What follows belongs to an exercise in optimizing a design on an open flow for small area; a production flow would make more cautious choices. In this exercise RTL edits were held to simulation tests only and were not proved equivalent to the original. Power figures rest on the tool's default switching activity, not on a simulated workload.

## run E
// pocsag_rx
module pocsag_rx (
    input  wire        clk,
    input  wire        rst,         
    input  wire [15:0] thresh,      
    input  wire        parity_en,   
    input  wire        in_valid,
    input  wire        in_bit,
    output wire        out_valid,
    output wire [1:0]  out_kind,
    output wire [22:0] out_data
);
    localparam [31:0] SYNC_CW = 32'h7CD215D8;
    localparam [31:0] IDLE_CW = 32'h7A89C197;
    function [9:0] xpow;
        input integer e;
        integer i;
        reg [9:0] r;
        begin
            r = 10'd1;
            for (i = 0; i < e; i = i + 1)
                r = r[9] ? ({r[8:0], 1'b0} ^ 10'h369) : {r[8:0], 1'b0};
            xpow = r;
        end
    endfunction
    reg  [30:0] win;        
    reg  [8:0]  cnt;        
    reg         in_batch;
    reg  [9:0]  lf;         
    reg         par;        
    reg  [21:0] stg;        
    wire [31:0] wn = {win, in_bit};
    wire pc1 = wn[4] ^ wn[6] ^ wn[7];
  ...
Size in the first run: roughly 960 cells after synthesis, about 13,000 sq um of cells after synthesis.
Settings: LEC_CHECK=0, CAP_MARGIN=20, CORE_MARGIN=2, CORE_UTILIZATION=40, PLACE_DENSITY=0.6, SLEW_MARGIN=20; clock period 10.0 ns.
standard.sh (not shown) runs the stock make flow with config.mk's settings and CLKGATE_MAP_FILE= SYNTH_SCRIPT=/design/flow/synth_recipe.tcl, a recipe that flattens the netlist after the stock synthesis.
==> flow/flow/run.sh <==
#!/bin/bash
# The standard layout (standard.sh) with three changes to how it is made:
#  - synthesis maps logic with an area-oriented ABC script (flow/abc_speed.script),
#    run from a private copy of the ORFS scripts; registers are mapped as usual;
#  - clock tree: no dummy loads, clkbuf_4 sink clusters under a clkbuf_16 root;
#  - the port buffers are buf_1.
# Each tool's output goes to standard.log and ORFS's own logs under orfs/logs.
set -euo pipefail
here=$(pwd)
rm -rf "$here/scripts"
cp -r "$FLOW_HOME/scripts" "$here/scripts"
cp "$here/flow/abc_speed.script" "$here/scripts/abc_speed.script"
export CTS_ARGS="-sink_clustering_enable -repair_clock_nets -dont_use_dummy_load -root_buf sky130_fd_sc_hd__clkbuf_16 -buf_list {sky130_fd_sc_hd__clkbuf_4 sky130_fd_sc_hd__clkbuf_8} -sink_clustering_buffer sky130_fd_sc_hd__clkbuf_4 -sink_clustering_size 10 -sink_clustering_max_diameter 35"
export BUFFER_PORTS_ARGS="-buffer_cell sky130_fd_sc_hd__buf_1"
bash standard.sh SCRIPTS_DIR="$here/scripts" finish > standard.log 2>&1
==> flow/flow/abc_speed.script <==
strash
dc2
dch
amap
topo
dnsize -c
Modified inputs, run B compared to run E
--- a/flow/design.v
+++ b/flow/design.v
@@ -13,28 +13,27 @@
     localparam [31:0] IDLE_CW = 32'h7A89C197;
     function [9:0] xpow;
         input integer e;
         integer i;
         reg [9:0] r;
         begin
             r = 10'd1;
             for (i = 0; i < e; i = i + 1)
                 r = r[9] ? ({r[8:0], 1'b0} ^ 10'h369) : {r[8:0], 1'b0};
             xpow = r;
         end
     endfunction
-    reg  [30:0] win;        
+    reg  [30:0] win;
     reg  [8:0]  cnt;        
     reg         in_batch;
-    reg  [9:0]  lf;         
     reg         par;        
     reg  [21:0] stg;        
     wire [31:0] wn = {win, in_bit};
     wire pc1 = wn[4] ^ wn[6] ^ wn[7];
     wire pc2 = (wn[4] & wn[6]) | (wn[4] & wn[7]) | (wn[6] & wn[7]);
     wire pc3 = wn[8] ^ wn[10] ^ wn[12];
     wire pc4 = (wn[8] & wn[10]) | (wn[8] & wn[12]) | (wn[10] & wn[12]);
     wire pc5 = wn[17] ^ wn[20] ^ wn[22];
     wire pc6 = (wn[17] & wn[20]) | (wn[17] & wn[22]) | (wn[20] & wn[22]);
     wire pc7 = wn[23] ^ wn[26] ^ wn[27];
     wire pc8 = (wn[23] & wn[26]) | (wn[23] & wn[27]) | (wn[26] & wn[27]);
     wire pc9 = wn[28] ^ wn[29] ^ wn[30];
@@ -73,69 +72,73 @@
     wire pc42 = (pc28 & pc30) | (pc28 & pc37) | (pc30 & pc37);
     wire pc43 = ~pc35 ^ pc39 ^ pc41;
     wire pc44 = (~pc35 & pc39) | (~pc35 & pc41) | (pc39 & pc41);
     wire pc45 = pc32 ^ pc34 ^ pc36;
     wire pc46 = (pc32 & pc34) | (pc32 & pc36) | (pc34 & pc36);
     wire pc47 = pc38 ^ pc40 ^ pc42;
     wire pc48 = (pc38 & pc40) | (pc38 & pc42) | (pc40 & pc42);
     wire pc49 = ~pc45 ^ pc44 ^ pc47;
     wire pc50 = (~pc45 & pc44) | (~pc45 & pc47) | (pc44 & pc47);
     wire pc51 = ~pc46 ^ pc48 ^ pc50;
     wire pc52 = (~pc46 & pc48) | (~pc46 & pc50) | (pc48 & pc50);
     wire [4:0] pc_sum = {~pc52, ~pc51, ~pc49, ~pc43, ~pc29};
-    wire [5:0] match_cnt = {1'b0, pc_sum} + {5'd0, wn[3]};
+    wire       pc_last = wn[3];
     wire window_full = (cnt[4:0] == 5'd31);
-    wire qualifies   = window_full && ({match_cnt, 10'd0} >= thresh);
+    wire [6:0] th_sum    = {2'd0, pc_sum} + {6'd0, pc_last} + {1'b0, ~thresh[15:10]}
+                         + {6'd0, thresh[9:0] == 10'd0};
+    wire qualifies   = window_full && th_sum[6];
     wire cw_end      = in_valid && in_batch && window_full;
     wire batch_done  = cw_end && (cnt[8:5] == 4'd15);
     wire cw_start    = (cnt[4:0] == 5'd0);
+    wire [9:0] lf    = win[9:0];
     wire [9:0] lf_in = cw_start ? 10'd0 : lf;
     wire [9:0] lf_nx = lf_in[9] ? ({lf_in[8:0], in_bit} ^ 10'h369) : {lf_in[8:0], in_bit};
     always @(posedge clk) begin
         if (in_valid) begin
-            win <= wn[30:0];
-            lf  <= lf_nx;
+            win[9:0] <= in_batch ? lf_nx : wn[9:0];
+            if (!in_batch || cnt[4:0] <= 5'd20)
+                win[30:10] <= {win[29:10], in_batch ? in_bit : win[9]};
             par <= (par & ~cw_start) ^ in_bit;
         end
         if (rst) begin
             cnt      <= 9'd0;
             in_batch <= 1'b0;
         end else if (in_valid) begin
             if (!in_batch && qualifies) begin
                 in_batch <= 1'b1;
                 cnt      <= 9'd0;
             end else begin
                 if (in_batch || !window_full)
                     cnt <= cnt + 9'd1;
                 if (batch_done)
                     in_batch <= 1'b0;
             end
         end
     end
-    reg  [31:0] cfix;
-    reg         anym;
+    reg  [31:11] cfix;
+    reg          anym;
     integer p;
     always @* begin
-        cfix = wn;
+        cfix = win[30:10];
         anym = 1'b0;
         for (p = 11; p <= 30; p = p + 1)
             if (lf == xpow(p - 1)) begin
-                cfix[p] = ~wn[p];
+                cfix[p] = ~win[p - 1];
                 anym    = 1'b1;
             end
     end
     wire c_ok   = (lf == 10'd0) | anym;
     wire c_par  = par ^ in_bit ^ anym;
     wire c_val  = c_ok & ~(parity_en & c_par);
-    wire c_idle = (cfix == IDLE_CW);
+    wire c_idle = (cfix == IDLE_CW[31:11]) & (in_bit == IDLE_CW[0]);
     always @(posedge clk)
         if (cw_end)
             stg <= {c_val & cfix[31], c_val & ~cfix[31] & ~c_idle, cfix[30:11]};
     reg  [21:0] rg [0:14];
     reg  [3:0]  q;
     wire [3:0]  wslot = (cnt[8:5] == 4'd15) ? 4'd0 : cnt[8:5];
     wire [21:0] ring_in = (q == wslot) ? stg : rg[14];
     integer s;
     always @(posedge clk) begin
         rg[0] <= ring_in;
         for (s = 1; s < 15; s = s + 1)
             rg[s] <= rg[s-1];
==> results.txt <==
Diff run E -> run B | total length of routed met3 wires | up by more than a quarter
Worst setup margin (lower): run B
Of the two candidates, run E has the worse clock-net power and run B the better one.
Run B ran to completion and came out clean on the timing, design-rule and antenna checks.
Delta (run B minus run E): worst slack at placement shrank by 0.14 ns, total power -100 uW, internal power component decreased by 63 uW relative to the old numbers.

-- what the ideal ports hide --
How much do the figures lean on ideal ports? The routed layouts below were timed once more, with nothing changed but the port constraints.
Step 1 sets driving cells, clkbuf_16 on the clock port and buf_2 on the other inputs (assumed; they add their load-dependent delay and slew).
Step 2 times the ports against the registers' clock, not the clock port: input delays grow and output delays shrink by t, the midpoint of the rising clock arrivals with the driver on.
Three values: ideal, step 1, step 2; two values: the first two.
| run | shift t [ns] | setup slack, ns | hold slack, ns |
|---|---|---|---|
| run E | 0.524 | 2.758 / 2.781 / 2.257 | 0.273 / 0.273 / 0.273 |
| run B | 0.531 | 2.610 / 2.634 / 2.103 | 0.274 / 0.274 / 0.274 |
After both steps setup and hold are still met in every run listed. The setup slack of run B, which loses most, moves by +0.024 ns with the drivers and by -0.507 ns with both steps.
